This design comes from an exercise in tuning for small area, a short achievable clock period and few clock cycles on the open sky130 flow, not from production work. Only simulation tests tie the RTL to the original design; equivalence was not proved. No activity file was given, so power comes from the tool's default toggle rates.

<file path="flow/config.mk">
export PLATFORM = sky130hd
export DESIGN_NAME = bfx
export DESIGN_NICKNAME = bfx
export VERILOG_FILES = /design/flow/design.v
export SDC_FILE = /design/flow/constraint.sdc
export NUM_CORES = 4
export LEC_CHECK = 0
export CAP_MARGIN = 20
export CORE_MARGIN = 2
export CORE_UTILIZATION = 40
export PLACE_DENSITY = 0.6
export SETUP_SLACK_MARGIN = 4
export SLEW_MARGIN = 20
</file>
<file path="flow/design.v">
module bfx (
    input  wire        clk,
    input  wire        rst,           
    input  wire        src_valid,
    input  wire        src_end,
    input  wire [7:0]  src_char,
    output wire        src_ready,
    input  wire        start,
    input  wire        stop_req,
    input  wire        eof_bit,
    input  wire        budget_en,
    input  wire [19:0] step_budget,
    output wire        in_req,
    input  wire        in_ack,
    input  wire        in_eos,
    input  wire [7:0]  in_byte,
    output wire        out_valid,
    output wire [7:0]  out_data,
    input  wire        out_fail,
    output wire [1:0]  ld_status,     
    output wire [1:0]  err_kind,      
    output wire [11:0] err_pos,
    output wire [1:0]  run_state,     
    output wire [2:0]  fault_cause    
);
    localparam IW       = 7;              
    localparam PROG_MAX = 1 << IW;        
    localparam PW       = 9;              
    localparam TAPE     = 1 << PW;        
    localparam [PW-1:0] PTR_ZERO = 1 << (PW - 1);    
    localparam [PW-1:0] PTR_TOP  = {PW{1'b1}};
    localparam C_TGL = 3'd0, C_LEFT = 3'd1, C_RIGHT = 3'd2, C_IN = 3'd3,
               C_OUT = 3'd4, C_OPEN = 3'd5, C_CLOSE = 3'd6;
    localparam LD_UNLOADED = 2'd0, LD_LOADING = 2'd1, LD_LOADED = 2'd2, LD_FAILED = 2'd3;
    reg [1:0]    ld_q;
    reg          ld_err_q;         
    reg [1:0]    err_kind_q;
    reg [11:0]   err_pos_q;
    reg [IW:0]   len_q;            
    reg [IW:0]   k;                
    reg [11:0]   c;                
    reg [IW:0]   sp;               
    reg          bv_q;             
    reg          bend_q;           
    reg          bcmd_q;           
    reg [2:0]    bop_q;            
    reg [IW+1:0] ent_e [0:63];
    reg [IW+1:0] ent_o [0:63];
    reg [3:0]    pos_hi [0:63];
    reg [511:0]  ring;
    reg          dr_q, dl_q;
    reg [IW:0]   ip_q;             
    reg [IW:0]   ip1_q;            
    wire         odd  = ip_q[0];
    wire [IW+1:0] ee  = ent_e[ip1_q[IW-1:1]];
    wire [IW+1:0] eo  = ent_o[ip_q[IW-1:1]];
    wire [IW+1:0] eA  = odd ? eo : ee;
    wire [IW+1:0] eB  = odd ? ee : eo;
    wire [IW-1:0] jA  = eA[IW-1:0];
    wire [IW-1:0] jB  = eB[IW-1:0];
    function [3:0] decode;         
        input [7:0] ch;
        case (ch)
            8'h2B, 8'h2D: decode = {1'b1, C_TGL};
            8'h3C:        decode = {1'b1, C_LEFT};
            8'h3E:        decode = {1'b1, C_RIGHT};
            8'h2C:        decode = {1'b1, C_IN};
            8'h2E:        decode = {1'b1, C_OUT};
            8'h5B:        decode = {1'b1, C_OPEN};
            8'h5D:        decode = {1'b1, C_CLOSE};
            default:      decode = 4'd0;
        endcase
    endfunction
    assign src_ready = 1'b1;
    wire [3:0]   dc      = decode(src_char);
    wire         skip    = ld_err_q;
    wire         is_open  = (bop_q == C_OPEN);
    wire         is_close = (bop_q == C_CLOSE);
    wire [IW:0]  sp_m1   = sp - 1'b1;
    wire [IW-1:0] top    = ip_q[IW-1:0];
    wire [IW-1:0] link   = jA;             
    wire [IW-1:0] k7     = k[IW-1:0];
    wire         self_lp = (top == k7 - 1'b1);
    wire ld_store = bv_q && !bend_q && !skip && bcmd_q &&
                    (k != PROG_MAX) && !(is_close && sp == 0);
    wire push_st  = ld_store && is_open;
    wire pop_st   = ld_store && is_close;
    always @(posedge clk) begin
        if (rst) begin
            bv_q <= 1'b0;
        end else begin
            bv_q   <= src_valid;
            bend_q <= src_end;
            bcmd_q <= dc[3];
            bop_q  <= dc[2:0];
        end
    end
    always @(posedge clk) begin
        if (rst) begin
            ld_q       <= LD_UNLOADED;
            ld_err_q   <= 1'b0;
            err_kind_q <= 2'd0;
            err_pos_q  <= 12'd0;
            len_q      <= {(IW+1){1'b0}};
            k          <= {(IW+1){1'b0}};
            c          <= 12'd0;
            sp         <= {(IW+1){1'b0}};
        end else begin
            if (bv_q) begin
                if (bend_q) begin
                    len_q    <= k;
                    k        <= {(IW+1){1'b0}};
                    c        <= 12'd0;
                    sp       <= {(IW+1){1'b0}};
                    ld_err_q <= 1'b0;
                    if (skip) begin
                        ld_q <= LD_FAILED;
                    end else if (sp != 0) begin
                        ld_q       <= LD_FAILED;
                        err_kind_q <= 2'd2;
                        err_pos_q  <= {pos_hi[sp_m1[5:0]], ring[448], ring[384], ring[320],
                                       ring[256], ring[192], ring[128], ring[64], ring[0]};
                    end else begin
                        ld_q <= LD_LOADED;
                    end
                end else begin
                    c <= c + 1'b1;
                    if (!skip && bcmd_q) begin
                        if (k == PROG_MAX) begin
                            ld_err_q   <= 1'b1;
                            err_kind_q <= 2'd3;
                            err_pos_q  <= c;
                        end else if (is_close && sp == 0) begin
                            ld_err_q   <= 1'b1;
                            err_kind_q <= 2'd1;
                            err_pos_q  <= c;
                        end else begin
                            k <= k + 1'b1;
                            if (is_open)  sp <= sp + 1'b1;
                            if (is_close) sp <= sp - 1'b1;
                        end
                    end
                end
            end
            if (src_valid) begin
                ld_q <= LD_LOADING;
                if (ld_q != LD_LOADING) begin
                    err_kind_q <= 2'd0;
                    err_pos_q  <= 12'd0;
                end
            end
        end
    end
    wire          w_self = is_close && self_lp;
    wire          w_br   = (is_open || is_close) && !w_self;
    wire [IW-1:0] w_one  = w_self ? 7'b0100000 :
                           {3'b000, bop_q == C_OUT, bop_q == C_IN, bop_q == C_RIGHT,
                            bop_q == C_LEFT, bop_q == C_TGL};
    wire [IW-1:0] wx     = is_close ? (k7 ^ top) : is_open ? top : w_one;
    wire [IW+1:0] went   = {w_br, is_close, w_self ? w_one : wx};
    always @(posedge clk) begin
        if (ld_store) begin
            if (k7[0]) ent_o[k7[IW-1:1]] <= went;
            else       ent_e[k7[IW-1:1]] <= went;
            if (is_close) begin
                if (top[0]) ent_o[top[IW-1:1]][IW-1:0] <= wx;
                else        ent_e[top[IW-1:1]][IW-1:0] <= wx;
            end
            if (is_open)
                pos_hi[sp[5:0]] <= c[11:8];
        end
    end
    assign ld_status = ld_q;
    assign err_kind  = err_kind_q;
    assign err_pos   = err_pos_q;
    localparam R_IDLE = 2'd0, R_RUN = 2'd1, R_HALT = 2'd2, R_FAULT = 2'd3;
    reg [1:0]    rs_q;             
    reg          wait_q;           
    reg [2:0]    cause_q;
    reg [PW-1:0] ptr_q;            
    reg [PW-1:0] lo_q, hi_q;       
    reg [19:0]   rem_q;            
    reg          ben_q, eof_q, stop_q;
    reg [7:0]    in_buf_q;         
    reg [2:0]    in_rem_q;
    reg          in_eos_q;
    reg [7:0]    out_buf_q;        
    reg [2:0]    out_cnt_q;
    reg          pend_q;           
    wire [IW-1:0] tgtA   = jA ^ ip_q[IW-1:0];
    wire [IW-1:0] tgtB   = jB ^ ip1_q[IW-1:0];
    wire [IW:0]   ip2    = ip1_q + 1'b1;
    wire          a_last = (ip1_q == len_q);      
    wire          b_last = (ip2 == len_q);        
    wire          halt_now = (ip_q == len_q);
    wire c0 = dr_q ? ring[1] : dl_q ? ring[TAPE-1] : ring[0];
    wire r1 = dr_q ? ring[2] : dl_q ? ring[0]      : ring[1];
    wire l1 = dr_q ? ring[0] : dl_q ? ring[TAPE-2] : ring[TAPE-1];
    wire at_hi = (ptr_q == hi_q);
    wire at_lo = (ptr_q == lo_q);
    wire nR = at_hi ? 1'b0 : r1;                  
    wire nL = at_lo ? 1'b0 : l1;                  
    wire edge_r = (ptr_q == PTR_TOP);
    wire edge_l = (ptr_q == {PW{1'b0}});
    wire [19:0] rem_m1 = rem_q - 20'd1;
    wire [19:0] rem_m2 = rem_q - 20'd2;
    wire [IW:0] tgtA1  = {1'b0, tgtA} + 1'b1;
    wire [IW:0] tgtA2  = {1'b0, tgtA} + 2'd2;
    wire [IW:0] tgtB1  = {1'b0, tgtB} + 1'b1;
    wire [IW:0] tgtB2  = {1'b0, tgtB} + 2'd2;
    wire [IW:0] ip3    = ip1_q + 2'd2;
    wire rem0 = (rem_q == 20'd0);
    wire rem1 = (rem_q == 20'd1);
    wire running  = (rs_q == R_RUN) && !wait_q;
    wire in_have  = (in_rem_q != 3'd0);
    wire in_nofetch_bit = in_have ? in_buf_q[0] : eof_q;
    wire need_fetch = !in_have && !in_eos_q;
    wire in_ans_bit = in_eos ? eof_q : in_byte[0];
    wire out_full = (out_cnt_q == 3'd7);
    wire A_br   = eA[IW+1];
    wire A_jz   = A_br & ~eA[IW];
    wire A_jnz  = A_br & eA[IW];
    wire A_tgl  = ~A_br & eA[0];
    wire A_l    = ~A_br & eA[1];
    wire A_r    = ~A_br & eA[2];
    wire A_in   = ~A_br & eA[3];
    wire A_out  = ~A_br & eA[4];
    wire A_self = ~A_br & eA[5];
    wire A_mv   = A_l | A_r;
    wire A_edge = (A_l & edge_l) | (A_r & edge_r);
    wire A_fetch = A_in & need_fetch;
    wire A_push  = A_out & out_full;
    wire A_taken = (A_jz & ~c0) | (A_jnz & c0);
    wire vA = A_tgl ? ~c0 : A_in ? in_nofetch_bit : c0;
    wire nb = A_r ? nR : A_l ? nL : vA;           
    wire B_br   = eB[IW+1];
    wire B_jz   = B_br & ~eB[IW];
    wire B_jnz  = B_br & eB[IW];
    wire B_tgl  = ~B_br & eB[0];
    wire B_l    = ~B_br & eB[1];
    wire B_r    = ~B_br & eB[2];
    wire B_in   = ~B_br & eB[3];
    wire B_out  = ~B_br & eB[4];
    wire B_self = ~B_br & eB[5];
    wire B_mv   = B_l | B_r;
    wire B_edge = (B_l & edge_l) | (B_r & edge_r);
    wire B_fetch = B_in & need_fetch;
    wire B_push  = B_out & out_full;
    wire B_taken = (B_jz & ~nb) | ((B_jnz | B_self) & nb);
    wire dual = !a_last && !A_self && !A_taken && !A_fetch && !A_edge && !A_push &&
                !(A_mv && B_mv) && !(A_in && B_in) && !(A_out && B_out) &&
                !(pend_q && B_fetch) && !(ben_q && rem1);
    wire obit  = A_out ? c0 : nb;
    wire [7:0] out_w = {obit, out_buf_q[7:1]};
    assign in_req    = wait_q;
    assign out_valid = pend_q;
    assign out_data  = out_buf_q;
    wire B_inbit = in_have ? in_buf_q[0] : eof_q;
    wire vB = B_tgl ? ~nb : B_in ? B_inbit : nb;
    reg          adv;
    reg [IW:0]   nip, nip1;
    reg          nhalt;
    reg          rot_r, rot_l;
    reg          v0, vP;
    reg          do_ring0;
    reg          consume_in, fetch_in, shift_out;
    reg          two;
    always @(posedge clk) begin
        adv = 1'b0;
        nip = ip1_q;
        nip1 = ip2;
        nhalt = a_last;
        rot_r = 1'b0; rot_l = 1'b0;
        v0 = c0; vP = c0;
        do_ring0 = 1'b0;
        consume_in = 1'b0; fetch_in = 1'b0; shift_out = 1'b0;
        two = 1'b0;
        if (rst) begin
            rs_q      <= R_IDLE;
            wait_q    <= 1'b0;
            cause_q   <= 3'd0;
            ip_q      <= {(IW+1){1'b0}};
            ip1_q     <= {{IW{1'b0}}, 1'b1};
            stop_q    <= 1'b0;
            pend_q    <= 1'b0;
        end else if (src_valid) begin
            rs_q    <= R_IDLE;
            wait_q  <= 1'b0;
            cause_q <= 3'd0;
            pend_q  <= 1'b0;
        end else if (start && ld_q == LD_LOADED) begin
            rs_q      <= (len_q == 0) ? R_HALT : R_RUN;
            wait_q    <= 1'b0;
            cause_q   <= 3'd0;
            ip_q      <= {(IW+1){1'b0}};
            ip1_q     <= {{IW{1'b0}}, 1'b1};
            ptr_q     <= PTR_ZERO;
            lo_q      <= PTR_ZERO;
            hi_q      <= PTR_ZERO;
            rem_q     <= step_budget;
            ben_q     <= budget_en;
            eof_q     <= eof_bit;
            stop_q    <= 1'b0;
            in_rem_q  <= 3'd0;
            in_eos_q  <= 1'b0;
            out_cnt_q <= 3'd0;
            pend_q    <= 1'b0;
        end else begin
            stop_q <= stop_req;
            pend_q <= 1'b0;
            if (wait_q) begin
                if (in_ack) begin
                    wait_q   <= 1'b0;
                    v0       = in_ans_bit;
                    do_ring0 = 1'b1;
                    fetch_in = 1'b1;
                    adv      = 1'b1;
                end
            end else if (running) begin
                if (halt_now) begin
                    rs_q <= R_HALT;
                end else if (stop_q) begin
                    rs_q    <= R_FAULT;
                    cause_q <= 3'd3;
                end else if (ben_q && rem0) begin
                    rs_q    <= R_FAULT;
                    cause_q <= 3'd2;
                end else if (A_edge) begin
                    rs_q    <= R_FAULT;
                    cause_q <= 3'd4;
                end else if (A_fetch) begin
                    if (!pend_q) wait_q <= 1'b1;
                end else if (A_self) begin
                    if (c0) begin
                        if (ben_q) rem_q <= 20'd0;
                    end else begin
                        adv = 1'b1;
                    end
                end else if (!dual) begin
                    adv = 1'b1;
                    if (A_taken) begin
                        nip   = tgtA1;
                        nip1  = tgtA2;
                        nhalt = 1'b0;
                    end
                    if (A_mv) begin
                        rot_r = A_r; rot_l = A_l;
                        v0 = nb; vP = c0;
                    end else begin
                        v0 = vA;
                    end
                    do_ring0   = 1'b1;
                    consume_in = A_in;
                    shift_out  = A_out;
                    if (A_push) begin
                        pend_q <= 1'b1;
                        nhalt  = 1'b0;
                    end
                end else begin
                    consume_in = A_in;
                    shift_out  = A_out | B_out;
                    do_ring0   = 1'b1;
                    if (A_mv) begin
                        rot_r = A_r; rot_l = A_l;
                        vP = c0;
                    end
                    v0 = vA;
                    if (B_edge) begin
                        rs_q    <= R_FAULT;
                        cause_q <= 3'd4;
                        shift_out = A_out;
                    end else if (B_fetch) begin
                        adv    = 1'b1;
                        wait_q <= 1'b1;
                        nhalt  = 1'b0;
                        if (A_mv) v0 = nb;
                    end else begin
                        adv = 1'b1;
                        two = 1'b1;
                        consume_in = A_in | B_in;
                        if (B_push) pend_q <= 1'b1;
                        if (B_mv) begin
                            rot_r = B_r; rot_l = B_l;
                            vP = vA;
                            v0 = B_r ? nR : nL;
                        end else begin
                            v0 = vB;
                        end
                        nip   = ip2;
                        nip1  = ip3;
                        nhalt = b_last && !B_push;
                        if (B_taken) begin
                            nhalt = 1'b0;
                            if (B_self) begin
                                nip  = ip1_q;
                                nip1 = ip2;
                            end else begin
                                nip  = tgtB1;
                                nip1 = tgtB2;
                            end
                        end
                    end
                end
            end
            if (rot_r) begin
                ptr_q <= ptr_q + 1'b1;
                if (at_hi) hi_q <= hi_q + 1'b1;
            end
            if (rot_l) begin
                ptr_q <= ptr_q - 1'b1;
                if (at_lo) lo_q <= lo_q - 1'b1;
            end
            if (consume_in && in_have) begin
                in_buf_q <= {1'b0, in_buf_q[7:1]};
                in_rem_q <= in_rem_q - 1'b1;
            end
            if (fetch_in) begin
                if (in_eos) in_eos_q <= 1'b1;
                else begin
                    in_buf_q <= {1'b0, in_byte[7:1]};
                    in_rem_q <= 3'd7;
                end
            end
            if (shift_out) begin
                out_buf_q <= out_w;
                out_cnt_q <= out_cnt_q + 1'b1;
            end
            if (adv) begin
                rem_q <= two ? rem_m2 : rem_m1;
                ip_q  <= nip;
                ip1_q <= nip1;
                if (nhalt) rs_q <= R_HALT;
            end
            if (pend_q && out_fail) begin
                rs_q    <= R_FAULT;
                cause_q <= 3'd1;
            end
        end
        if (dr_q || pop_st)
            ring <= {ring[0], ring[TAPE-1:1]};
        if (dl_q || push_st)
            ring <= {ring[TAPE-2:0], ring[TAPE-1]};
        dr_q <= !rst && rot_r;
        dl_q <= !rst && rot_l;
        if (rot_r || rot_l) begin
            ring[0] <= vP;
            if (rot_r) ring[1] <= v0;
            else       ring[TAPE-1] <= v0;
        end else if (do_ring0) begin
            ring[0] <= v0;
        end
        if (!rst && start && !src_valid && ld_q == LD_LOADED)
            ring[0] <= 1'b0;
        if (!rst && bv_q) begin
            if (push_st) begin
                ip_q  <= {1'b0, k7};
                ip1_q <= {1'b0, k7} + 1'b1;
                ring[0]   <= c[0];
                ring[64]  <= c[1];
                ring[128] <= c[2];
                ring[192] <= c[3];
                ring[256] <= c[4];
                ring[320] <= c[5];
                ring[384] <= c[6];
                ring[448] <= c[7];
            end
            if (pop_st) begin
                ip_q  <= {1'b0, link};
                ip1_q <= {1'b0, link} + 1'b1;
            end
        end
    end
    assign run_state   = rs_q;
    assign fault_cause = cause_q;
endmodule
</file>
<file path="flow/constraint.sdc">
create_clock -name core_clock -period 9.0 [get_ports {clk}]
set_input_delay 1.8000 -clock core_clock [delete_from_list [all_inputs] [get_ports {clk}]]
set_output_delay 1.8000 -clock core_clock [all_outputs]
set_load 0.01 [all_outputs]
</file>
<file path="flow/run.sh">
#!/bin/bash
# synth_recipe.tcl (not shown) runs the flow's synth.tcl, then flattens the netlist and writes it again
# the make line also repeats each setting of config.mk as NAME=value (left out here)
make -C /OpenROAD-flow-scripts/flow DESIGN_CONFIG=/design/flow/config.mk WORK_HOME=/design/flow/orfs CLKGATE_MAP_FILE= SYNTH_SCRIPT=/design/flow/synth_recipe.tcl finish
</file>
==> run summary, run 1 <==
- Setup CP Type: reg -> reg
- Flop-to-flop setup slack: 3.21 ns
- Period utilization: 64.33%
- Number of buffers created by CTS: 213
- P_leak: 0.03418 uW
- Synthesis Warnings: 1
- Net count after synthesis: 8116
- Most frequent cells in the layout: 1987 x edfxtp_1, 1815 x nand2_1, 1193 x nor2_1
- Residual DRC count: 0
- Clk network pwr share: 44.6%
- Antenna Violating Nets Remaining: 0
- NetSw: 4283 uW
- Boundary Pins: 79
- Cell count after synthesis: 8037
- Total congestion overflow: 0
- Most common cell after layout, fill and taps aside: edfxtp_1
- Fin. Hold Viols: 0
- Skew-Pair Late Insertion Delay: 0.90 ns
- Avg Inst Size Synth: 11.96 um^2
- RSZ-0062 raised after global routing: yes
- Yosys reg bits: 2077
- Critical Path RT: 9.61 ns
- Via count: 67570
- First-pass GRT wire length: 442600 um
- Share of layout cells above drive strength 1: 13.79%
- Die width: 494.2 um
- Drt pass-1 iters: 9
- EDFF count, synth: 1987
- Crit-path max FO: 7
- Chip height: 494.2 um
- F_max: 172.7 MHz
- CTS tree: built
- Hold_buf cts: 0
- Via density: 5.930
- WP data arrival: 6.40 ns
- Die ar.: 0.2442 mm^2
- Setup TNS: 0 ns
- Root Driver: clkbuf_16
- Max Root-Sink Buffers: 3
- Area delta synth->final: 13.82%
- Vias in the first global route: 64670
- Combinational power share: 2.0%
- Final nets: 8119
- GRT Util Overall: 24.37%
- Largest net degree at the start of global routing: 238
- Least-Margin Pin Slew: 1.218 ns
- Unique cell type count in the Yosys netlist: 109
- Initial Utilization: 40.30%
- HPWL Detailed: 196500 um
- Pwr/cell area: 180.5 mW/mm^2
- Mapped Area: 0.09612 mm^2
- Worst Hold Class: reg -> reg
- Antenna violations before repair: 4
- Pint: 15470 uW
- IO Port Bufs: 77
- Crit path launch type: register
- Skew final: 0.07311 ns
- Maximum vdd drop: 0.1759 mV
- Initial DRC Count: 9165
- Core ar.: 0.2385 mm^2
- Seq/Total Area, Yosys: 63.95%
- Flop pwr share: 53.4%
- # clock sinks: 2077
- Rows: 179
- Final wirelength: 306100 um
- Final setup vio count: 0
- WL/cell: 26.86 um
- Clk slew on worst S/H paths: 0.06 ns
- Max transition margin: 18.57%
- Fillers: 21470
- Max-cap viol count: 0
- Gpl congestion: 1.004
- Status: complete, no violations
- Share of synthesized registers carrying an async set or reset: 0%
- Slew Viols, Final: 0
- Endpoint class of the critical path: register
- Storage cell area: 0.06150 mm^2
- Ys flop type: edfxtp_1
- H-tree Lvls: 4
- Tmin final: 5.790 ns
- Multi-input gate area: 0.03306 mm^2
- Sw Ratio: 21.69%
- Fin Hold WS: 0.4516 ns
==> layer usage <==
layer / global-route usage [%] / routed length [um]
met3: 5.806 / 31580
met2: 37.97 / 140200
met5: 0 / 0
met1: 32.34 / 118500
met4: 11.04 / 15820
==> layout make-up <==
cell class / count / area share (%)
inverters: 52 / 0.1933
multi-input cells: 5326 / 30.22
well taps: 3167 / 3.622
clock inverters: 145 / 1.298
flip-flops and latches: 2077 / 56.21
repair buffers: 370 / 3.438
diodes: 3 / 0.006862
clock buffers: 254 / 5.012
==> cells in the mapped netlist (69+ instances only) <==
cell type / count / area share [%]
xor2_1: 76 / 0.69
mux4_2: 237 / 5.6
nor2_1: 1214 / 4.7
nand3_1: 79 / 0.41
clkbuf_1: 448 / 1.7
o21ai_0: 205 / 1.1
mux2i_1: 176 / 1.8
a22oi_1: 99 / 0.77
o22ai_1: 163 / 1.1
dfxtp_1: 90 / 1.9
edfxtp_1: 1987 / 62
a21boi_0: 69 / 0.54
and2_1: 89 / 0.58
a21oi_1: 172 / 0.90
xnor2_1: 88 / 0.80
nand2_1: 1822 / 7.1
==> final timing paths <==
path | start | end | cells after the start
worst max-delay path | ip_q[2]$_DFF_P_ | ptr_q[8]$_SDFFCE_PP1P_ | 27
worst min-delay path | out_buf_q[1]$_DFFE_PP_ | out_buf_q[0]$_DFFE_PP_ | 0
worst max register to register | ip_q[2]$_DFF_P_ | ptr_q[8]$_SDFFCE_PP1P_ | 27
worst min register to register | out_buf_q[1]$_DFFE_PP_ | out_buf_q[0]$_DFFE_PP_ | 0
==> metrics by stage <==
step	instances	total power (uW)	cell area, um^2	util (%)	setup slack (ns)
after CTS	11370	19830	108800	45.63	3.529
final	11390	19750	109400	45.87	3.210
after detailed placement	10880	11130	100100	41.95	1.934
after global routing	11390	20230	109400	45.87	3.069
after floorplan	8037	10970	96470	-	3.518
after global placement	10870	11120	100000	41.94	1.731
==> timing repair <==
action | CTS | global route
endpoints found under the setup margin | 1862 | 1104
gates resized for setup | 184 | 67
buffers inserted | 90 | 19
pin swaps | 40 | 17
gates cloned | 5 | 2
==> state kept, by name, indices dropped and copies added (netlist names), 8 cells and up <==
signal,flops
c,12
out_buf_q,8
k,8
ent_e,576
ip_q,8
err_pos_q,12
in_buf_q,8
lo_q,9
rem_q,20
hi_q,9
ent_o,576
sp,8
len_q,8
pos_hi,256
ptr_q,9
ip1_q,8
ring,512
==> power by group through the flow <==
stage / Combinational (uW) / Sequential [uW] / Clock [uW]
floorplan: 233 / 10700 / 0
global placement: 373 / 10700 / 0
detailed placement: 379 / 10700 / 0
CTS: 388 / 10500 / 8900
global route: 425 / 10500 / 9260
finish: 397 / 10500 / 8810
==> worst max-delay path, stage by stage, from the launching register on <==
cell and delay (ns):
dfxtp_4 0.36, buf_12 0.15, buf_16 0.16, buf_4 0.20, nand2_1 0.32, o32ai_1 0.16, o31ai_2 0.40, o2111ai_2 0.26
nor4_4 0.27, buf_4 0.21, nor3_1 0.07, mux2_4 0.31, a311oi_4 0.35, nand3_4 0.11, o31a_1 0.32, nor2_4 0.19
inv_2 0.06, fa_2 0.36, nor2b_2 0.13, o21ai_1 0.09, nand2b_1 0.12, a21oi_2 0.07, o21bai_1 0.24, a21o_1 0.19
a21oi_2 0.06, xnor2_1 0.16, xnor2_1 0.14, nand2_1 0.06
==> kinds of logic (layout without fill, tap and decap cells) <==
group | after synthesis | count (layout) | synth area share (%)
multiplexers | 461 | 461 | 7.986
flip-flops | 2077 | 2077 | 63.95
XOR/XNOR | 164 | 164 | 1.494
other | 1 | 4 | 0.003901
buffers and inverters | 636 | 821 | 2.918
AND/OR/NAND/NOR | 3549 | 3551 | 15.31
AO/OA/AOI/OAI | 1117 | 1117 | 7.913
adder cells (fa/ha/maj) | 32 | 32 | 0.4244
Testbench counts, summed over its fixed seeds: cycles 89,341.
==> run 2, diff against run 1 <==
--- a/flow/design.v
+++ b/flow/design.v
@@ -46,7 +46,9 @@
     reg [2:0]    bop_q;            
     reg [IW+1:0] ent_e [0:63];
     reg [IW+1:0] ent_o [0:63];
-    reg [3:0]    pos_hi [0:63];
+    reg [63:0]   hf;
+    reg [3:0]    hv [0:15];
+    reg [4:0]    hvp;              
     reg [511:0]  ring;
     reg          dr_q, dl_q;
     reg [IW:0]   ip_q;             
@@ -85,6 +87,9 @@
                     (k != PROG_MAX) && !(is_close && sp == 0);
     wire push_st  = ld_store && is_open;
     wire pop_st   = ld_store && is_close;
+    wire [4:0]   hvp_m1  = hvp - 1'b1;
+    wire [3:0]   top_hi  = hv[hvp_m1[3:0]];
+    wire         new_hi  = (hvp == 5'd0) || (c[11:8] != top_hi);
     always @(posedge clk) begin
         if (rst) begin
             bv_q <= 1'b0;
@@ -102,6 +107,7 @@
             err_kind_q <= 2'd0;
             err_pos_q  <= 12'd0;
             len_q      <= {(IW+1){1'b0}};
+            hvp        <= 5'd0;
             k          <= {(IW+1){1'b0}};
             c          <= 12'd0;
             sp         <= {(IW+1){1'b0}};
@@ -109,6 +115,7 @@
             if (bv_q) begin
                 if (bend_q) begin
                     len_q    <= k;
+                    hvp      <= 5'd0;
                     k        <= {(IW+1){1'b0}};
                     c        <= 12'd0;
                     sp       <= {(IW+1){1'b0}};
@@ -118,7 +125,7 @@
                     end else if (sp != 0) begin
                         ld_q       <= LD_FAILED;
                         err_kind_q <= 2'd2;
-                        err_pos_q  <= {pos_hi[sp_m1[5:0]], ring[448], ring[384], ring[320],
+                        err_pos_q  <= {top_hi, ring[448], ring[384], ring[320],
                                        ring[256], ring[192], ring[128], ring[64], ring[0]};
                     end else begin
                         ld_q <= LD_LOADED;
@@ -136,8 +143,16 @@
                             err_pos_q  <= c;
                         end else begin
                             k <= k + 1'b1;
-                            if (is_open)  sp <= sp + 1'b1;
-                            if (is_close) sp <= sp - 1'b1;
+                            if (is_open) begin
+                                sp <= sp + 1'b1;
+                                hf <= {hf[62:0], new_hi};
+                                if (new_hi) hvp <= hvp + 1'b1;
+                            end
+                            if (is_close) begin
+                                sp <= sp - 1'b1;
+                                hf <= {1'b0, hf[63:1]};
+                                if (hf[0]) hvp <= hvp_m1;
+                            end
                         end
                     end
                 end
@@ -166,8 +181,8 @@
                 if (top[0]) ent_o[top[IW-1:1]][IW-1:0] <= wx;
                 else        ent_e[top[IW-1:1]][IW-1:0] <= wx;
             end
-            if (is_open)
-                pos_hi[sp[5:0]] <= c[11:8];
+            if (is_open && new_hi)
+                hv[hvp[3:0]] <= c[11:8];
         end
     end
     assign ld_status = ld_q;
@@ -178,6 +193,7 @@
     reg          wait_q;           
     reg [2:0]    cause_q;
     reg [PW-1:0] ptr_q;            
+    reg [PW-1:0] ptrp_q, ptrm_q;   
     reg [PW-1:0] lo_q, hi_q;       
     reg [19:0]   rem_q;            
     reg          ben_q, eof_q, stop_q;
@@ -295,6 +311,8 @@
             ip_q      <= {(IW+1){1'b0}};
             ip1_q     <= {{IW{1'b0}}, 1'b1};
             ptr_q     <= PTR_ZERO;
+            ptrp_q    <= PTR_ZERO + 1'b1;
+            ptrm_q    <= PTR_ZERO - 1'b1;
             lo_q      <= PTR_ZERO;
             hi_q      <= PTR_ZERO;
             rem_q     <= step_budget;
@@ -403,11 +421,15 @@
                 end
             end
             if (rot_r) begin
-                ptr_q <= ptr_q + 1'b1;
+                ptr_q  <= ptrp_q;
+                ptrp_q <= ptrp_q + 1'b1;
+                ptrm_q <= ptr_q;
                 if (at_hi) hi_q <= hi_q + 1'b1;
             end
             if (rot_l) begin
-                ptr_q <= ptr_q - 1'b1;
+                ptr_q  <= ptrm_q;
+                ptrm_q <= ptrm_q - 1'b1;
+                ptrp_q <= ptr_q;
                 if (at_lo) lo_q <= lo_q - 1'b1;
             end
             if (consume_in && in_have) begin
--- a/flow/config.mk
+++ b/flow/config.mk
@@ -8,6 +8,9 @@
 export CAP_MARGIN = 20
 export CORE_MARGIN = 2
 export CORE_UTILIZATION = 40
+export CTS_BUF_LIST = sky130_fd_sc_hd__clkbuf_16
+export CTS_CLUSTER_DIAMETER = 60
+export CTS_CLUSTER_SIZE = 16
 export PLACE_DENSITY = 0.6
 export SETUP_SLACK_MARGIN = 4
 export SLEW_MARGIN = 20
==> run 2 against run 1 <==
Net effect: clock-buffer cell count fell by 83; utilization is essentially flat; setup slack better by 0.63 ns; highest routed layer is now met5; wire length shrank 6.6%; sequential power down 5%; area after synthesis is 4.0% lower; largest power group unchanged; design area fell by 3.8%.
==> run summary, run 2 <==
- Status: complete, no violations
- DP Area: 0.09622 mm^2
- Max Root-Sink Buffers: 3
- Antenna Violating Nets Remaining: 0
- Post-placement cell count: 10870
- Seq/Total Area, Yosys: 63.15%
- Final std cells w/o fill: 11290
- Antenna violations before repair: 6
- Rows: 176
- Cell count after synthesis: 8184
- Fin. Hold Viols: 0
- Initial DRC Count: 9168
- GRT Util Overall: 23.34%
- Clk network pwr share: 41.7%
- Maximum vdd drop: 0.2167 mV
- Die ar.: 0.2345 mm^2
- Least-Margin Pin Slew: 1.344 ns
- Total power: 18100 uW
- Unique cell type count in the Yosys netlist: 84
- Clk slew on worst S/H paths: 0.07 ns
- Root Driver: clkbuf_16
- Boundary Pins: 79
- Slew Viols, Final: 0
- Final setup vio count: 0
- Hold path depth: 0
- Hold_buf cts: 0
- Sw Ratio: 22.12%
- P_leak: 0.03352 uW
- Die width: 484.3 um
- Synth area leaders: edfxtp_1 61%, nand2_1 8.4%, nor2_1 5.0%
- WP data arrival: 5.64 ns
- Top Metal Used: met5
- Worst Hold Class: reg -> reg
- Combinational power share: 3.0%
- Via count: 66960
- Gpl congestion: 0.9557
- Reg2reg end: ent_o[3][4]$_DFFE_PP_
- Initial Utilization: 40.17%
- IO Port Bufs: 77
- Crit-path max FO: 18
- Max transition margin: 10.40%
- Setup CP Type: reg -> reg
- Largest net degree at the start of global routing: 212
- Drt pass-1 iters: 8
- Residual DRC count: 0
- # clock sinks: 1972
- Number of buffers created by CTS: 167
- Most frequent cells in the layout: 2049 x nand2_1, 1877 x edfxtp_1, 1200 x nor2_1
- Crit path to: ent_o[3][4]$_DFFE_PP_
- Chip height: 484.3 um
- Skew final: 0.06127 ns
- Final wirelength: 285700 um
- NetSw: 4003 uW
- Avg Inst Size Synth: 11.27 um^2
- Skew-Pair Late Insertion Delay: 0.87 ns
- Pint: 14100 uW
- Final nets: 8236
- Vias in the first global route: 63040
- Share of synthesized registers carrying an async set or reset: 0%
- WL/cell: 25.30 um
- Tmin final: 5.156 ns
- Via density: 5.930
- Flop pwr share: 55.4%
- Crit path launch type: register
- H-tree Lvls: 4
- Most frequent cell after synthesis: nand2_1
- R2R depth: 13
- Critical Path RT: 9.49 ns
- Core ar.: 0.2297 mm^2
- Metal-1 WL: 119700 um
- Share of layout cells above drive strength 1: 13.26%
- Reg2Reg Launch Point: k[1]$_SDFFE_PP0P_
- Most common cell after layout, fill and taps aside: nand2_1
- Yosys reg bits: 1972
- HPWL Detailed: 177900 um
- Metal3 WL: 29740 um
- Pwr/cell area: 172.0 mW/mm^2
- Top cells by count, synth: 2065 x nand2_1, 1877 x edfxtp_1, 1221 x nor2_1
- Total congestion overflow: 0
- CP startpoint: k[1]$_SDFFE_PP0P_
- Synthesis Warnings: 1
- Endpoint class of the critical path: register
- Metal2 WL: 124800 um
- Net count after synthesis: 8265
- Max-cap viol count: 0
- First-pass GRT wire length: 416600 um
- RSZ-0062 raised after global routing: yes
- Mapped Area: 0.09227 mm^2
- Period utilization: 57.29%
- Flop-to-flop setup slack: 3.84 ns
- Setup TNS: 0 ns
- F_max: 194.0 MHz
- Ys flop type: edfxtp_1
- EDFF count, synth: 1877
- Final non-filler cell area: 0.1053 mm^2
- Synth area leader: edfxtp_1
- CTS tree: built
- Area delta synth->final: 14.07%
- Top cell type's share of synthesized area: 61.09%
==> run 2: area by class of cell <==
type,instances,area [um^2]
diodes,2,5.005
flip-flops and latches,1972,58290
fillers,20710,124400
repair buffers,384,4051
multi-input cells,5582,33440
inverters,48,195.2
clock inverters,107,1211
clock buffers,171,4279
well taps,3026,3786
==> run 2: worst min-delay path by stage <==
stage / from / to / slack (ns)
floorplan: k[7]$_SDFFE_PP0P_ / len_q[7]$_SDFFE_PP0P_ / 0.45
global placement: out_buf_q[7]$_DFFE_PP_ / out_buf_q[6]$_DFFE_PP_ / 0.44
detailed placement: out_buf_q[3]$_DFFE_PP_ / out_buf_q[2]$_DFFE_PP_ / 0.44
CTS: out_buf_q[3]$_DFFE_PP_ / out_buf_q[2]$_DFFE_PP_ / 0.47
global route: out_buf_q[3]$_DFFE_PP_ / out_buf_q[2]$_DFFE_PP_ / 0.47
finish: out_buf_q[6]$_DFFE_PP_ / out_buf_q[5]$_DFFE_PP_ / 0.47
==> run 2: kinds of logic after synthesis <==
group                      Yosys count  share of synthesized area (%)
buffers and inverters              634                          2.720
DFF                               1972                          63.15
other                                1                       0.004064
AOI/OAI and AO/OA                 1166                          8.390
muxes                              436                          6.966
xor gates and xnor gates           173                          1.642
and+or+nand+nor                   3768                          16.66
adders and majority gates           34                         0.4692
==> run 2: routing by layer <==
layer  global-route usage (%)  vias up
met2                    34.70     3561
met4                    9.145        6
met5                        0        -
met3                    4.884      674
met1                    33.38    33460
li1                         -    29260
==> run 2: power by group through the flow <==
stage | registers [uW] | clock network, uW | logic [uW]
floorplan | 10200 | 0 | 300
global placement | 10200 | 0 | 484
detailed placement | 10200 | 0 | 489
CTS | 10000 | 7630 | 512
global route | 10000 | 7940 | 577
finish | 10000 | 7540 | 535
==> run 2: timing repair <==
item                                    4_1_cts  5_1_grt
pin swaps                                    18       33
endpoints found under the setup margin     2038     1900
buffers inserted                             53       62
gates resized for setup                     208      206
cloned                                       10       13
==> run 2: critical path: stages, from the launching register on <==
cell	delay [ns]
dfxtp_2	0.51
inv_1	0.24
ha_1	0.26
and3_1	0.18
and3_1	0.22
nor2_1	0.29
nand3_1	0.17
nor2_1	0.13
buf_4	0.27
nand2_1	0.09
buf_4	0.25
nor2_2	0.70
nand2_1	0.76
o22ai_2	0.67
==> run 2: stage by stage <==
stage | util [%] | hold slack [ns] | setup slack (ns)
floorplan | - | 0.4522 | 4.009
global placement | 41.89 | 0.4434 | 1.657
detailed placement | 41.89 | 0.4366 | 1.610
CTS | 45.05 | 0.4651 | 3.910
global route | 45.83 | 0.4665 | 3.742
finish | 45.83 | 0.4663 | 3.844
Testbench counts of run 2, summed over its fixed seeds: cycles 89,341.
==> run 3, diff against run 2 <==
==> flow/config.mk (replaced) <==
export PLATFORM = sky130hd
export DESIGN_NAME = bfx
export DESIGN_NICKNAME = bfx
export VERILOG_FILES = /design/flow/design.v
export SDC_FILE = /design/flow/constraint.sdc
export NUM_CORES = 4
export LEC_CHECK = 0
export ABC_CLOCK_PERIOD_IN_PS = 4000
export CAP_MARGIN = 20
export CORE_MARGIN = 2
export CORE_UTILIZATION = 40
export PLACE_DENSITY = 0.6
export SETUP_SLACK_MARGIN = 4
export SLEW_MARGIN = 20
==> run 3 against run 2 <==
Net effect: clock skew grew 0.027 ns; sequential power barely moved; combinational power hardly changed; fmax increased by 0.69%; highest routed layer unchanged.
==> run summary, run 3 <==
- Via count: 67110
- Die ar.: 0.2345 mm^2
- Rows: 176
- Hold Startpoint: out_buf_q[6]$_DFFE_PP_
- Crit path launch type: register
- Fillers: 20670
- RSZ-0062 raised after global routing: yes
- HPWL Detailed: 177900 um
- Top cells by count, synth: 2065 x nand2_1, 1877 x edfxtp_1, 1221 x nor2_1
- Multiplexer share of the synthesized area: 6.966%
- WP data arrival: 5.56 ns
- # clock sinks: 1972
- Cell count after synthesis: 8184
- R2R depth: 13
- Core ar.: 0.2297 mm^2
- Number of buffers created by CTS: 204
- F_max: 195.3 MHz
- DP Area: 0.09622 mm^2
- Root Driver: clkbuf_16
- Antenna violations before repair: 4
- Skew-Pair Late Insertion Delay: 0.89 ns
- Boundary Pins: 79
- Final nets: 8249
- Vias in the first global route: 63770
- Hold_buf cts: 0
- Avg Inst Size Synth: 11.27 um^2
- Pwr/cell area: 178.5 mW/mm^2
- Die width: 484.3 um
- IO Port Bufs: 77
- Setup CP Type: reg -> reg
- Most common cell after layout, fill and taps aside: nand2_1
- Met1 GRT Util: 33.26%
- Most frequent cells in the layout: 2050 x nand2_1, 1877 x edfxtp_1, 1199 x nor2_1
- Main combinational cell family by area after synthesis: simple AND/OR/NAND/NOR gates
- Hold path depth: 0
- Max Root-Sink Buffers: 3
- Most frequent cell after synthesis: nand2_1
- Share of synthesized registers carrying an async set or reset: 0%
- Yosys reg bits: 1972
- Skew final: 0.08862 ns
- Multi-input gate area: 0.03346 mm^2
- Synthesis Warnings: 1
- Seq/Total Area, Yosys: 63.15%
- GRT met2 Usage: 34.53%
- Least-Margin Pin Slew: 1.297 ns
- Fin. Hold Viols: 0
- Max-cap viol count: 0
- Chip height: 484.3 um
- Reg2Reg Launch Point: k[1]$_SDFFE_PP0P_
- Fin Hold WS: 0.4605 ns
- H-tree Lvls: 4
- Initial Utilization: 40.17%
- Endpoint class of the critical path: register
- Top cell type's share of synthesized area: 61.09%
- Clk slew on worst S/H paths: 0.06 ns
- Storage cell area: 0.05829 mm^2
- Area delta synth->final: 15.00%
- Share of layout cells above drive strength 1: 13.50%
- Synth area leader: edfxtp_1
- Worst Hold Path EP: out_buf_q[5]$_DFFE_PP_
- Residual DRC count: 0
- Final setup vio count: 0
- Unique cell type count in the Yosys netlist: 84
- Mapped Area: 0.09227 mm^2
- Total congestion overflow: 0
- Reg2reg end: ent_o[19][0]$_DFFE_PP_
- P_leak: 0.03378 uW
- Ys flop type: edfxtp_1
- GRT Util Overall: 23.42%
- Status: complete, no violations
- Critical Path RT: 9.44 ns
- WL/cell: 25.14 um
- First-pass GRT wire length: 418600 um
- Period utilization: 56.90%
- Crit-path max FO: 18
- CTS tree: built
- Max transition margin: 13.31%
- Gpl congestion: 0.9557
- Grt peak-use layer: met2
- EDFF count, synth: 1877
- Worst Hold Class: reg -> reg
- Synth Area in Compound Gates: 8.390%
- Antenna Violating Nets Remaining: 0
- Initial DRC Count: 8903
- Net count after synthesis: 8265
- Drt pass-1 iters: 7
- Xor and xnor area share after synthesis: 1.642%
- Maximum vdd drop: 0.2146 mV
- Final wirelength: 285900 um
- Synth area leaders: edfxtp_1 61%, nand2_1 8.4%, nor2_1 5.0%
- Final non-filler cell area: 0.1061 mm^2
- Grt met3 use: 5.269%
- Via density: 5.901
- Setup TNS: 0 ns
- Tmin final: 5.121 ns
- Simple-gate portion of the synthesized area: 16.66%
- Largest net degree at the start of global routing: 212
- Flop-to-flop setup slack: 3.88 ns
- Post-Synth Adder-Cell Area: 0.4692%
- Slew Viols, Final: 0
## run 3: critical path, stage by stage (launching register included)
cell,delay (ns)
dfxtp_2,0.51
inv_1,0.24
ha_1,0.26
and3_1,0.18
and3_1,0.22
nor2_1,0.28
nand3_1,0.17
nor2_1,0.13
buf_4,0.26
nand2_1,0.08
buf_4,0.25
nor2_2,0.69
nand2_1,0.57
o22ai_1,0.79
## run 3: repair_timing
action	CTS	global route
resized for setup	220	200
setup endpoints to repair	1911	1888
setup buffers	58	38
cloned	9	10
pin swaps	21	29
## run 3: per-stage QoR
step                instances  setup WS, ns  util [%]  power (uW)
global placement        10870         1.657     41.89       10710
CTS                     11320         3.900     45.54       19030
floorplan                8184         4.009         -       10510
detailed placement      10870         1.610     41.89       10720
global route            11370         3.747     46.20       19420
finish                  11370         3.879     46.20       18940
## run 3: where the power goes
part | internal [uW] | switching (uW)
clock | 4630 | 3750
sequential | 9990 | 49.1
combinational | 165 | 370
## run 3: worst max path at each step
stage                           start                     end  slack, ns  cells past startpoint
floorplan           k[0]$_SDFFE_PP0P_     ring[100]$_DFFE_PP_       4.01                     14
global placement      ip_q[3]$_DFF_P_         ip_q[2]$_DFF_P_       1.66                     16
detailed placement    ip_q[1]$_DFF_P_         ip_q[2]$_DFF_P_       1.61                     15
CTS                 k[3]$_SDFFE_PP0P_  ent_o[56][6]$_DFFE_PP_       3.90                     10
global route        k[1]$_SDFFE_PP0P_  ent_o[21][0]$_DFFE_PP_       3.75                     13
finish              k[1]$_SDFFE_PP0P_  ent_o[19][0]$_DFFE_PP_       3.88                     13
## run 3: cell families (layout without fill, tap and decap cells)
| group | after synthesis | in the layout |
|---|---|---|
| fa+ha+maj | 34 | 34 |
| other cells | 1 | 5 |
| flops | 1972 | 1972 |
| xor+xnor | 173 | 173 |
| simple gates | 3768 | 3771 |
| buf+inv | 634 | 789 |
| compound gates | 1166 | 1167 |
| mux | 436 | 436 |
## run 3: layout make-up
| cell class | instances | share of cell area (%) |
|---|---|---|
| flip-flops and latches | 1972 | 54.93 |
| multi-input cells | 5582 | 31.54 |
| clock buffers | 247 | 5.001 |
| repair buffers | 360 | 3.584 |
| well taps | 3026 | 3.568 |
| clock inverters | 134 | 1.180 |
| inverters | 48 | 0.1887 |
| diodes | 4 | 0.009433 |
## run 3: metal layers
layer,up-vias,share of wire (%)
met3,724,11
met1,33400,42
met5,-,0.0045
met2,3661,43
met4,2,4.4
li1,29330,-
==> run 4, diff against run 3 <==
--- a/flow/config.mk
+++ b/flow/config.mk
@@ -5,10 +5,12 @@
 export SDC_FILE = /design/flow/constraint.sdc
 export NUM_CORES = 4
 export LEC_CHECK = 0
-export ABC_CLOCK_PERIOD_IN_PS = 4000
 export CAP_MARGIN = 20
 export CORE_MARGIN = 2
 export CORE_UTILIZATION = 40
+export CTS_BUF_LIST = sky130_fd_sc_hd__clkbuf_16
+export CTS_CLUSTER_DIAMETER = 80
+export CTS_CLUSTER_SIZE = 30
 export PLACE_DENSITY = 0.6
 export SETUP_SLACK_MARGIN = 4
 export SLEW_MARGIN = 20
==> run 4 against run 3 <==
Net effect: still clean; clock-buffer cell count decreased by 141; setup slack worse by 0.018 ns; design area shrank 2.4%; area after synthesis is the same; first-iteration DRC count hardly changed; wire length is 1.0% lower; largest power group unchanged.
==> run summary, run 4 <==
- Max-cap viol count: 0
- Synth area leader: edfxtp_1
- Worst setup slack after layout: 3.861 ns
- Unique cell type count in the Yosys netlist: 84
- Synthesis Warnings: 1
- Avg Inst Size Synth: 11.27 um^2
- Top cells by count, synth: 2065 x nand2_1, 1877 x edfxtp_1, 1221 x nor2_1
- EDFF count, synth: 1877
- # clock sinks: 1972
- Gpl congestion: 0.9557
- Setup CP Type: reg -> reg
- Simple-gate portion of the synthesized area: 16.66%
- Drt pass-1 iters: 6
- Maximum vdd drop: 0.1706 mV
- Critical path's slowest cell: o22ai_1
- Most frequent cell after synthesis: nand2_1
- Share of synthesized registers carrying an async set or reset: 0%
- Final wirelength: 283000 um
- IO Port Bufs: 77
- Cell count after synthesis: 8184
- Residual DRC count: 0
- Rows: 176
- Skew final: 0.05811 ns
- WP data arrival: 5.59 ns
- Die width: 484.3 um
- Skew-Pair Late Insertion Delay: 0.85 ns
- Root Driver: clkbuf_16
- Critical Path RT: 9.45 ns
- P_leak: 0.03264 uW
- Max transition margin: 14.55%
- Vias in the first global route: 62520
- Most common cell after layout, fill and taps aside: nand2_1
- Die ar.: 0.2345 mm^2
- Largest net degree at the start of global routing: 212
- Period utilization: 57.10%
- Total congestion overflow: 0
- CTS tree: built
- Top cell type's share of synthesized area: 61.09%
- Multiplexer share of the synthesized area: 6.966%
- H-tree Lvls: 3
- Seq/Total Area, Yosys: 63.15%
- Final setup vio count: 0
- Setup TNS: 0 ns
- WP buf/inv: 3
- Pwr/cell area: 160.7 mW/mm^2
- CP max stage delay: 0.84 ns
- HPWL Detailed: 177900 um
- Slew Viols, Final: 0
- WL/cell: 25.26 um
- Antenna violations before repair: 3
- Flop-to-flop setup slack: 3.86 ns
- Main combinational cell family by area after synthesis: simple AND/OR/NAND/NOR gates
- Core ar.: 0.2297 mm^2
- Via count: 66250
- Area delta synth->final: 12.25%
- First-pass GRT wire length: 413400 um
- Cell Chain, Critical Path: inv_1 > ha_1 > and3_1 > and3_1 > nor2_1 > nand3_1 > nor2_1 > buf_4 > nand2_1 > buf_4 > nor2_2 > nand2_1 > o22ai_1
- Yosys reg bits: 1972
- Final nets: 8164
- DP Area: 0.09622 mm^2
- Chip height: 484.3 um
- Initial Utilization: 40.17%
- Share of layout cells above drive strength 1: 12.60%
- Fin. Hold Viols: 0
- F_max: 194.6 MHz
- Status: complete, no violations
- RSZ-0062 raised after global routing: yes
- Final non-filler cell area: 0.1036 mm^2
- Mapped Area: 0.09227 mm^2
- Post-Synth Adder-Cell Area: 0.4692%
- Worst Hold Class: reg -> reg
- Xor and xnor area share after synthesis: 1.642%
- Net count after synthesis: 8265
- DP Worst Slack: 1.610 ns
- Max Root-Sink Buffers: 3
- Initial DRC Count: 8901
- Number of buffers created by CTS: 106
- Least-Margin Pin Slew: 1.270 ns
- Boundary Pins: 79
- Post-placement cell count: 10870
- Crit-path max FO: 18
- Endpoint class of the critical path: register
- Antenna Violating Nets Remaining: 0
- Most frequent cells in the layout: 2044 x nand2_1, 1877 x edfxtp_1, 1199 x nor2_1
- Ys flop type: edfxtp_1
- Fin util: 45.09%
- Tmin final: 5.139 ns
- Final std cells w/o fill: 11200
- Top delay family on crit path: simple AND/OR/NAND/NOR gates
- GRT Util Overall: 23.11%
- Synth Area in Compound Gates: 8.390%
- Clk slew on worst S/H paths: 0.11 ns
- Synth area leaders: edfxtp_1 61%, nand2_1 8.4%, nor2_1 5.0%
- Crit path launch type: register
- Via density: 5.913
## run 4: final timing paths
kind	cells after the start	startpoint	to
worst min register to register	0	out_buf_q[6]$_DFFE_PP_	out_buf_q[5]$_DFFE_PP_
worst max-delay path	13	k[1]$_SDFFE_PP0P_	ent_o[22][2]$_DFFE_PP_
worst min-delay path	0	out_buf_q[6]$_DFFE_PP_	out_buf_q[5]$_DFFE_PP_
worst max register to register	13	k[1]$_SDFFE_PP0P_	ent_o[22][2]$_DFFE_PP_
## run 4: final cells by class
type,count,area [um^2]
inverter,48,192.7
antenna,3,7.507
clock buffer,106,2653
timing repair buffer,373,3861
sequential,1972,58290
tap,3026,3786
multi-input combinational,5582,33430
fill,20850,126100
clock inverter,94,1351
## run 4: routing by layer
layer	up-vias	part of all wire [%]	track usage [%]
met5	-	0.0053	0.04082
met4	2	4.5	9.141
met3	684	10	4.434
met2	3517	43	34.47
met1	32970	42	33.19
li1	29070	-	-
## run 4: metrics by stage
step | power, uW | hold WS [ns]
after floorplan | 10510 | 0.4522
after global placement | 10710 | 0.4434
after detailed placement | 10720 | 0.4366
after CTS | 16720 | 0.4749
after global routing | 17060 | 0.4783
final | 16640 | 0.4752
## run 4: kinds of logic (layout without fill, tap and decap cells)
| group | count (synthesis) | count (layout) |
|---|---|---|
| simple gates | 3768 | 3771 |
| flops | 1972 | 1972 |
| compound gates | 1166 | 1167 |
| buf+inv | 634 | 621 |
| mux | 436 | 436 |
| xor+xnor | 173 | 173 |
| fa+ha+maj | 34 | 34 |
| other cells | 1 | 4 |
## run 4: where the power goes
part | leakage (uW) | switching, uW | internal, uW
sequential | 0.0166 | 49.4 | 9970
combinational | 0.0141 | 369 | 163
clock | 0.00194 | 3560 | 2540
total | 0.0326 | 3970 | 12700
## run 4: repair_timing
item                                     CTS  global route
endpoints found under the setup margin  1963          1961
hold buffers                               0             0
resized for setup                        218           199
pin swaps                                 21            36
cloned                                     9             9
buffers inserted                          55            55
==> run 5, diff against run 4 <==
--- a/flow/design.v
+++ b/flow/design.v
@@ -82,7 +82,8 @@
     wire [IW-1:0] top    = ip_q[IW-1:0];
     wire [IW-1:0] link   = jA;             
     wire [IW-1:0] k7     = k[IW-1:0];
-    wire         self_lp = (top == k7 - 1'b1);
+    reg          last_open_q;      
+    wire         self_lp = last_open_q;    
     wire ld_store = bv_q && !bend_q && !skip && bcmd_q &&
                     (k != PROG_MAX) && !(is_close && sp == 0);
     wire push_st  = ld_store && is_open;
@@ -108,6 +109,7 @@
             err_pos_q  <= 12'd0;
             len_q      <= {(IW+1){1'b0}};
             hvp        <= 5'd0;
+            last_open_q <= 1'b0;
             k          <= {(IW+1){1'b0}};
             c          <= 12'd0;
             sp         <= {(IW+1){1'b0}};
@@ -116,6 +118,7 @@
                 if (bend_q) begin
                     len_q    <= k;
                     hvp      <= 5'd0;
+                    last_open_q <= 1'b0;
                     k        <= {(IW+1){1'b0}};
                     c        <= 12'd0;
                     sp       <= {(IW+1){1'b0}};
@@ -143,6 +146,7 @@
                             err_pos_q  <= c;
                         end else begin
                             k <= k + 1'b1;
+                            last_open_q <= is_open;
                             if (is_open) begin
                                 sp <= sp + 1'b1;
                                 hf <= {hf[62:0], new_hi};
==> flow/config.mk (replaced) <==
export PLATFORM = sky130hd
export DESIGN_NAME = bfx
export DESIGN_NICKNAME = bfx
export VERILOG_FILES = /design/flow/design.v
export SDC_FILE = /design/flow/constraint.sdc
export NUM_CORES = 4
export LEC_CHECK = 0
export ABC_CLOCK_PERIOD_IN_PS = 4000
export CAP_MARGIN = 20
export CORE_MARGIN = 2
export CORE_UTILIZATION = 40
export CTS_BUF_LIST = sky130_fd_sc_hd__clkbuf_16
export CTS_CLUSTER_DIAMETER = 60
export CTS_CLUSTER_SIZE = 16
export PLACE_DENSITY = 0.6
export SETUP_SLACK_MARGIN = 4
export SLEW_MARGIN = 20
==> run 5 against run 4 <==
Net effect: setup slack improved by 0.093 ns; combinational power is 23% higher; clock power is 19% higher; cell count shrank 0.37%; flip-flop and latch count increased by 1.
==> run summary, run 5 <==
- Top cells by count, synth: 2005 x nand2_1, 1877 x edfxtp_1, 1240 x nor2_1
- Antenna violations before repair: 3
- Max-cap viol count: 0
- Metal2 WL: 123500 um
- Skew-Pair Late Insertion Delay: 0.87 ns
- P_leak: 0.03280 uW
- Critical path's slowest cell: nor2b_2
- Crit-path max FO: 42
- DP Area: 0.09600 mm^2
- Boundary Pins: 79
- Total congestion overflow: 0
- Gpl congestion: 0.9496
- # clock sinks: 1973
- CTS tree: built
- Clk slew on worst S/H paths: 0.07 ns
- GRT Util Overall: 23.06%
- Critical Path RT: 9.62 ns
- Pwr/cell area: 173.0 mW/mm^2
- Net count after synthesis: 8252
- Final non-filler cell area: 0.1036 mm^2
- EDFF count, synth: 1877
- HPWL Detailed: 175700 um
- Cell count after synthesis: 8172
- Root Driver: clkbuf_16
- Area delta synth->final: 11.75%
- IO Port Bufs: 77
- Worst Hold Class: reg -> reg
- Most common cell after layout, fill and taps aside: nand2_1
- Post-placement cell count: 10820
- Avg Inst Size Synth: 11.34 um^2
- Top delay family on crit path: simple AND/OR/NAND/NOR gates
- F_max: 198.2 MHz
- Endpoint class of the critical path: register
- Fin. Hold Viols: 0
- Slew Viols, Final: 0
- Top cell type's share of synthesized area: 60.80%
- Crit path launch type: register
- Most frequent cells in the layout: 1987 x nand2_1, 1877 x edfxtp_1, 1229 x nor2_1
- Die width: 485.4 um
- Largest net degree at the start of global routing: 230
- Setup TNS: 0 ns
- Period utilization: 56.06%
- RSZ-0062 raised after global routing: yes
- Status: complete, no violations
- Initial Utilization: 40.28%
- Maximum vdd drop: 0.1854 mV
- Final setup vio count: 0
- Initial DRC Count: 9121
- Fillers: 20880
- Mapped Area: 0.09270 mm^2
- Metal3 WL: 27510 um
- Via count: 65710
- Ys flop type: edfxtp_1
- H-tree Lvls: 4
- WL/cell: 25.01 um
- Rows: 176
- Die ar.: 0.2356 mm^2
- Least-Margin Pin Slew: 1.320 ns
- Residual DRC count: 0
- Vias in the first global route: 62370
- Max transition margin: 11.32%
- Core ar.: 0.2301 mm^2
- WP data arrival: 5.67 ns
- Antenna Violating Nets Remaining: 0
- Seq/Total Area, Yosys: 62.88%
- Synthesis Warnings: 1
- Final wirelength: 279200 um
- Number of buffers created by CTS: 162
- Skew final: 0.06335 ns
- Synth area leader: edfxtp_1
- CP max stage delay: 0.74 ns
- Final nets: 8118
- Metal-1 WL: 116800 um
- Top Metal Used: met5
- Chip height: 485.4 um
- Yosys reg bits: 1973
- Setup CP Type: reg -> reg
- Share of layout cells above drive strength 1: 11.26%
- First-pass GRT wire length: 412600 um
- Drt pass-1 iters: 6
- Synth area leaders: edfxtp_1 61%, nand2_1 8.1%, nor2_1 5.0%
- WP buf/inv: 2
- Via density: 5.886
- Tmin final: 5.046 ns
- Share of synthesized registers carrying an async set or reset: 0%
- Most frequent cell after synthesis: nand2_1
- Max Root-Sink Buffers: 3
- Final std cells w/o fill: 11160
- Unique cell type count in the Yosys netlist: 121
- Cell Chain, Critical Path: buf_12 > nor2b_2 > a221oi_1 > nor3_1 > a21oi_1 > nand4_1 > buf_4 > o21a_1 > xnor2_2 > ha_2 > or3b_1 > xnor2_1 > nor2_1 > o32a_1 > a211oi_2 > o211ai_1
==> run 5: cell count changes after synthesis, sizes merged, moves of 19 or more <==
cell	before	now
a22oi	137	72
nor2	1221	1242
a21boi	54	16
clkbuf	470	425
nand3	72	98
a21oi	209	251
and2	114	146
o22ai	155	177
nand2	2065	2008
buf	116	161
o221ai	9	28
==> run 5: what timing repair did <==
action                                  in CTS  in global routing
gates resized for setup                    156                116
gates cloned                                 8                  3
hold buffers                                 0                  0
setup buffers                               46                 28
pin swaps                                   14                 18
endpoints found under the setup margin     655               1129
==> run 5: logic make-up (layout without fill, tap and decap cells) <==
logic type                 after synthesis  after routing  share of synthesized area [%]
and+or+nand+nor                       3787           3788                          16.84
DFF                                   1973           1973                          62.88
AOI/OAI and AO/OA                     1133           1133                          8.089
buffers and inverters                  641            603                          3.038
muxes                                  438            438                          7.114
xor gates and xnor gates               166            166                          1.589
adders and majority gates               33             33                         0.4535
other                                    1              3                       0.004045
==> run 5: worst register-to-register path: stages (launching register included) <==
cell and delay, ns:
dfxtp_4 0.42, buf_12 0.27, nor2b_2 0.74, a221oi_1 0.19, nor3_1 0.47, a21oi_1 0.17
nand4_1 0.15, buf_4 0.17, o21a_1 0.21, xnor2_2 0.17, ha_2 0.26, or3b_1 0.40
xnor2_1 0.20, nor2_1 0.06, o32a_1 0.34, a211oi_2 0.25, o211ai_1 0.32
==> run 5: final timing paths <==
path	cells past startpoint	startpoint	slack [ns]	end
max	16	ip_q[2]$_DFF_P_	3.95	ip1_q[5]$_DFF_P_
min	0	out_buf_q[5]$_DFFE_PP_	0.47	out_buf_q[4]$_DFFE_PP_
max reg2reg	16	ip_q[2]$_DFF_P_	3.95	ip1_q[5]$_DFF_P_
min reg2reg	0	out_buf_q[5]$_DFFE_PP_	0.47	out_buf_q[4]$_DFFE_PP_
==> run 5: report_power, final <==
part,internal [uW],total (uW),leakage [uW],switching (uW)
logic,210,652,0.0138,442
registers,9970,10000,0.0164,51.3
clock network,3710,7250,0.00262,3550
total,13900,17900,0.0328,4040
==> run 5: layout make-up <==
type	count	area [um^2]	share of cell area [%]
multi-input combinational	5559	32930	31.79
tap	3026	3786	3.655
sequential	1973	58310	56.29
antenna	2	5.005	0.004831
clock buffer	164	4104	3.962
timing repair buffer	287	3098	2.991
clock inverter	97	1129	1.089
inverter	55	224.0	0.2162
==> run 5: metrics by stage <==
stage                     total power [uW]  setup slack [ns]  utilization (%)  hold slack [ns]
after floorplan                      10580             4.123                -           0.4453
after global placement               10820             2.328            41.70           0.4407
after detailed placement             10820             2.369            41.72           0.4364
after CTS                            17990             3.804            44.62           0.4694
after global routing                 18370             3.967            45.01           0.4876
final                                17920             3.954            45.02           0.4657
==> run 5: metal layers <==
metal / track usage (%) / vias up
li1: - / 28960
met1: 32.84 / 32640
met2: 34.50 / 3470
met3: 4.779 / 641
met4: 9.044 / 2
met5: 0 / -
Testbench counts of run 5, summed over its fixed seeds: cycles 89,341.
==> run 6, diff against run 5 <==
--- a/flow/config.mk
+++ b/flow/config.mk
@@ -13,5 +13,5 @@
 export CTS_CLUSTER_DIAMETER = 60
 export CTS_CLUSTER_SIZE = 16
 export PLACE_DENSITY = 0.6
-export SETUP_SLACK_MARGIN = 4
+export SETUP_SLACK_MARGIN = 5
 export SLEW_MARGIN = 20
==> run 6 against run 5 <==
Net effect: still clean; total power decreased by 0.31%; setup slack improved by 0.15 ns; worst hold slack got worse by 0.0077 ns; flip-flop and latch count unchanged; sequential power about the same; fmax increased by 3.2%; critical endpoint is now rem_q[18]$_DFFE_PP_; largest cell class unchanged; largest power group unchanged.
==> run summary, run 6 <==
- Status: complete, no violations
- Root Driver: clkbuf_16
- Skew final: 0.02668 ns
- Final nets: 8324
- Die ar.: 0.2356 mm^2
- Gpl congestion: 0.9526
- Final non-filler cell area: 0.1083 mm^2
- Synth area leader: edfxtp_1
- Number of buffers created by CTS: 162
- Largest net degree at the start of global routing: 220
- Max transition margin: 24.68%
- # clock sinks: 1973
- Mapped Area: 0.09270 mm^2
- Final std cells w/o fill: 11370
- First-pass GRT wire length: 423700 um
- Yosys reg bits: 1973
- Reg2reg end: rem_q[18]$_DFFE_PP_
- CP max stage delay: 0.58 ns
- Antenna Violating Nets Remaining: 0
- Critical Path RT: 9.60 ns
- Initial DRC Count: 9340
- RSZ-0062 raised after global routing: yes
- Slew Viols, Final: 0
- WP data arrival: 5.49 ns
- Hold path depth: 0
- Chip height: 485.4 um
- Synth area leaders: edfxtp_1 61%, nand2_1 8.1%, nor2_1 5.0%
- Worst Hold Path EP: out_buf_q[1]$_DFFE_PP_
- Post-placement cell count: 10810
- Antenna violations before repair: 6
- Endpoint class of the critical path: register
- Initial Utilization: 40.28%
- Vias in the first global route: 63870
- EDFF count, synth: 1877
- Clk slew on worst S/H paths: 0.07 ns
- Core ar.: 0.2301 mm^2
- Fin. Hold Viols: 0
- F_max: 204.4 MHz
- Drt pass-1 iters: 10
- P_leak: 0.03454 uW
- HPWL Detailed: 176200 um
- Reg2Reg Launch Point: ip_q[5]$_DFF_P_
- Most common cell after layout, fill and taps aside: nand2_1
- Area delta synth->final: 16.80%
- Maximum vdd drop: 0.1551 mV
- WL/cell: 25.54 um
- Final setup vio count: 0
- R2R depth: 16
- Period utilization: 54.35%
- Hold Startpoint: out_buf_q[2]$_DFFE_PP_
- Seq/Total Area, Yosys: 62.88%
- Crit path launch type: register
- Total congestion overflow: 0
- Boundary Pins: 79
- Least-Margin Pin Slew: 1.130 ns
- Top cells by count, synth: 2005 x nand2_1, 1877 x edfxtp_1, 1240 x nor2_1
- Worst Hold Class: reg -> reg
- GRT Util Overall: 23.75%
- Share of layout cells above drive strength 1: 17.24%
- Critical path's slowest cell: dfxtp_1
- Final wirelength: 290400 um
- H-tree Lvls: 4
- Avg Inst Size Synth: 11.34 um^2
- Die width: 485.4 um
- DP Area: 0.09616 mm^2
- Tmin final: 4.891 ns
- Net count after synthesis: 8252
- Crit-path max FO: 12
- Skew-Pair Late Insertion Delay: 0.85 ns
- Hold_buf cts: 0
- Most frequent cell after synthesis: nand2_1
- Most frequent cells in the layout: 1950 x nand2_1, 1877 x edfxtp_1, 1191 x nor2_1
- Synthesis Warnings: 1
- Cell count after synthesis: 8172
- Via density: 5.938
- Max Root-Sink Buffers: 3
- Pwr/cell area: 165.0 mW/mm^2
- Cell Chain, Critical Path: buf_4 > and3_1 > nand3_1 > and3b_2 > and4_4 > or3_4 > a41o_4 > buf_6 > buf_6 > nand3b_1 > buf_4 > o31a_1 > o211ai_4 > nor4_2 > xor2_1 > a22o_1
- Ys flop type: edfxtp_1
- Setup TNS: 0 ns
- Share of synthesized registers carrying an async set or reset: 0%
- CTS tree: built
- Rows: 176
- Max-cap viol count: 0
- Unique cell type count in the Yosys netlist: 121
- IO Port Bufs: 77
- Residual DRC count: 0
- Setup CP Type: reg -> reg
- Via count: 67520
- Flop-to-flop setup slack: 4.11 ns
- Top cell type's share of synthesized area: 60.80%
-- run 6: cell counts after synthesis --
Identical to the previous run, type by type.
-- run 6: final cells by class --
class | instances | area (um^2)
fillers | 20370 | 121800
flip-flops and latches | 1973 | 58320
multi-input cells | 5566 | 35290
repair buffers | 486 | 5593
clock buffers | 164 | 4104
well taps | 3026 | 3786
clock inverters | 99 | 928.4
inverters | 55 | 249.0
diodes | 2 | 5.005
-- run 6: what timing repair did --
item,CTS,global route
endpoints found under the setup margin,3193,2596
cloned,28,8
buffers inserted,187,73
resized for setup,645,188
pin swaps,156,88
-- run 6: worst max path at each step --
stage / endpoint / start / slack [ns] / cells after the start
2_1_floorplan: ring[100]$_DFFE_PP_ / k[1]$_SDFFE_PP0P_ / 4.61 / 13
3_3_place_gp: ptrp_q[4]$_SDFFCE_PP0P_ / ip1_q[1]$_DFF_P_ / 2.26 / 14
3_5_place_dp: ptrp_q[6]$_SDFFCE_PP0P_ / ip1_q[1]$_DFF_P_ / 2.32 / 15
4_1_cts: ip_q[4]$_DFF_P_ / ip1_q[1]$_DFF_P_ / 4.26 / 19
5_1_grt: rem_q[18]$_DFFE_PP_ / ip1_q[1]$_DFF_P_ / 4.04 / 23
6_report: rem_q[18]$_DFFE_PP_ / ip_q[5]$_DFF_P_ / 4.11 / 16
-- run 6: layer usage --
metal	global-route usage [%]	wire length (um)	up-vias
met1	33.59	119500	33770
met3	5.360	30540	619
met5	0	28	-
met4	8.356	10920	4
li1	-	-	29420
met2	35.94	129500	3711
-- run 6: report_power, final --
| group | switching, uW | total [uW] | internal [uW] |
|---|---|---|---|
| combinational | 505 | 809 | 304 |
| clock | 3460 | 7040 | 3580 |
| sequential | 46.8 | 10000 | 9970 |
-- run 6: cells by family after synthesis --
family	synth area share (%)
other cells	0.004045
fa+ha+maj	0.4535
buf+inv	3.038
simple gates	16.84
compound gates	8.089
xor+xnor	1.589
flops	62.88
mux	7.114
-- run 6: worst max-delay path: cells and delay by family, from the launching register on --
family	cells	cell delay, ns
buffers and inverters	4	0.73
XOR/XNOR	1	0.10
flip-flops	1	0.58
AND/OR/NAND/NOR	7	2.29
AO/OA/AOI/OAI	4	0.92
-- run 6: per-stage QoR --
stage	worst slack (ns)	total power, uW	hold WS (ns)	util (%)
2_1_floorplan	4.615	10590	0.4453	-
3_3_place_gp	2.256	10820	0.4425	41.79
3_5_place_dp	2.325	10830	0.4353	41.79
4_1_cts	4.258	17910	0.4603	46.33
5_1_grt	4.043	18320	0.4679	47.05
6_report	4.109	17870	0.4581	47.05

-- separate check: timing with driven ports --
Ports are ideal in the flow. The routed layouts listed here were re-timed in OpenROAD. Step 1, drivers: a clkbuf_16 drives clk and a buf_2 each remaining input, both assumed. Step 2 times the ports against the registers' clock, not the clock port: input delays grow and output delays shrink by t, the midpoint of the rising clock arrivals with the driver on. Slacks: no drivers / after step 1 / after step 2; pairs: no drivers / after step 1.
run | t (ns) | setup slack, ns | worst setup path after step 2
run 1 | 0.960 | 3.210 / 3.210 / 3.195 | input to register
run 2 | 0.935 | 3.844 / 3.844 / 3.389 | input to register
run 3 | 0.943 | 3.879 / 3.879 / 3.395 | input to register
run 4 | 0.912 | 3.861 / 3.861 / 3.555 | input to register
run 5 | 0.934 | 3.954 / 3.954 / 3.954 | register to register
run 6 | 0.929 | 4.109 / 4.109 / 3.859 | input to register
After both steps setup and hold are still met in every run listed. For run 3, which loses most, drivers alone change the setup slack by 0.000 ns; drivers and shift together by -0.484 ns.
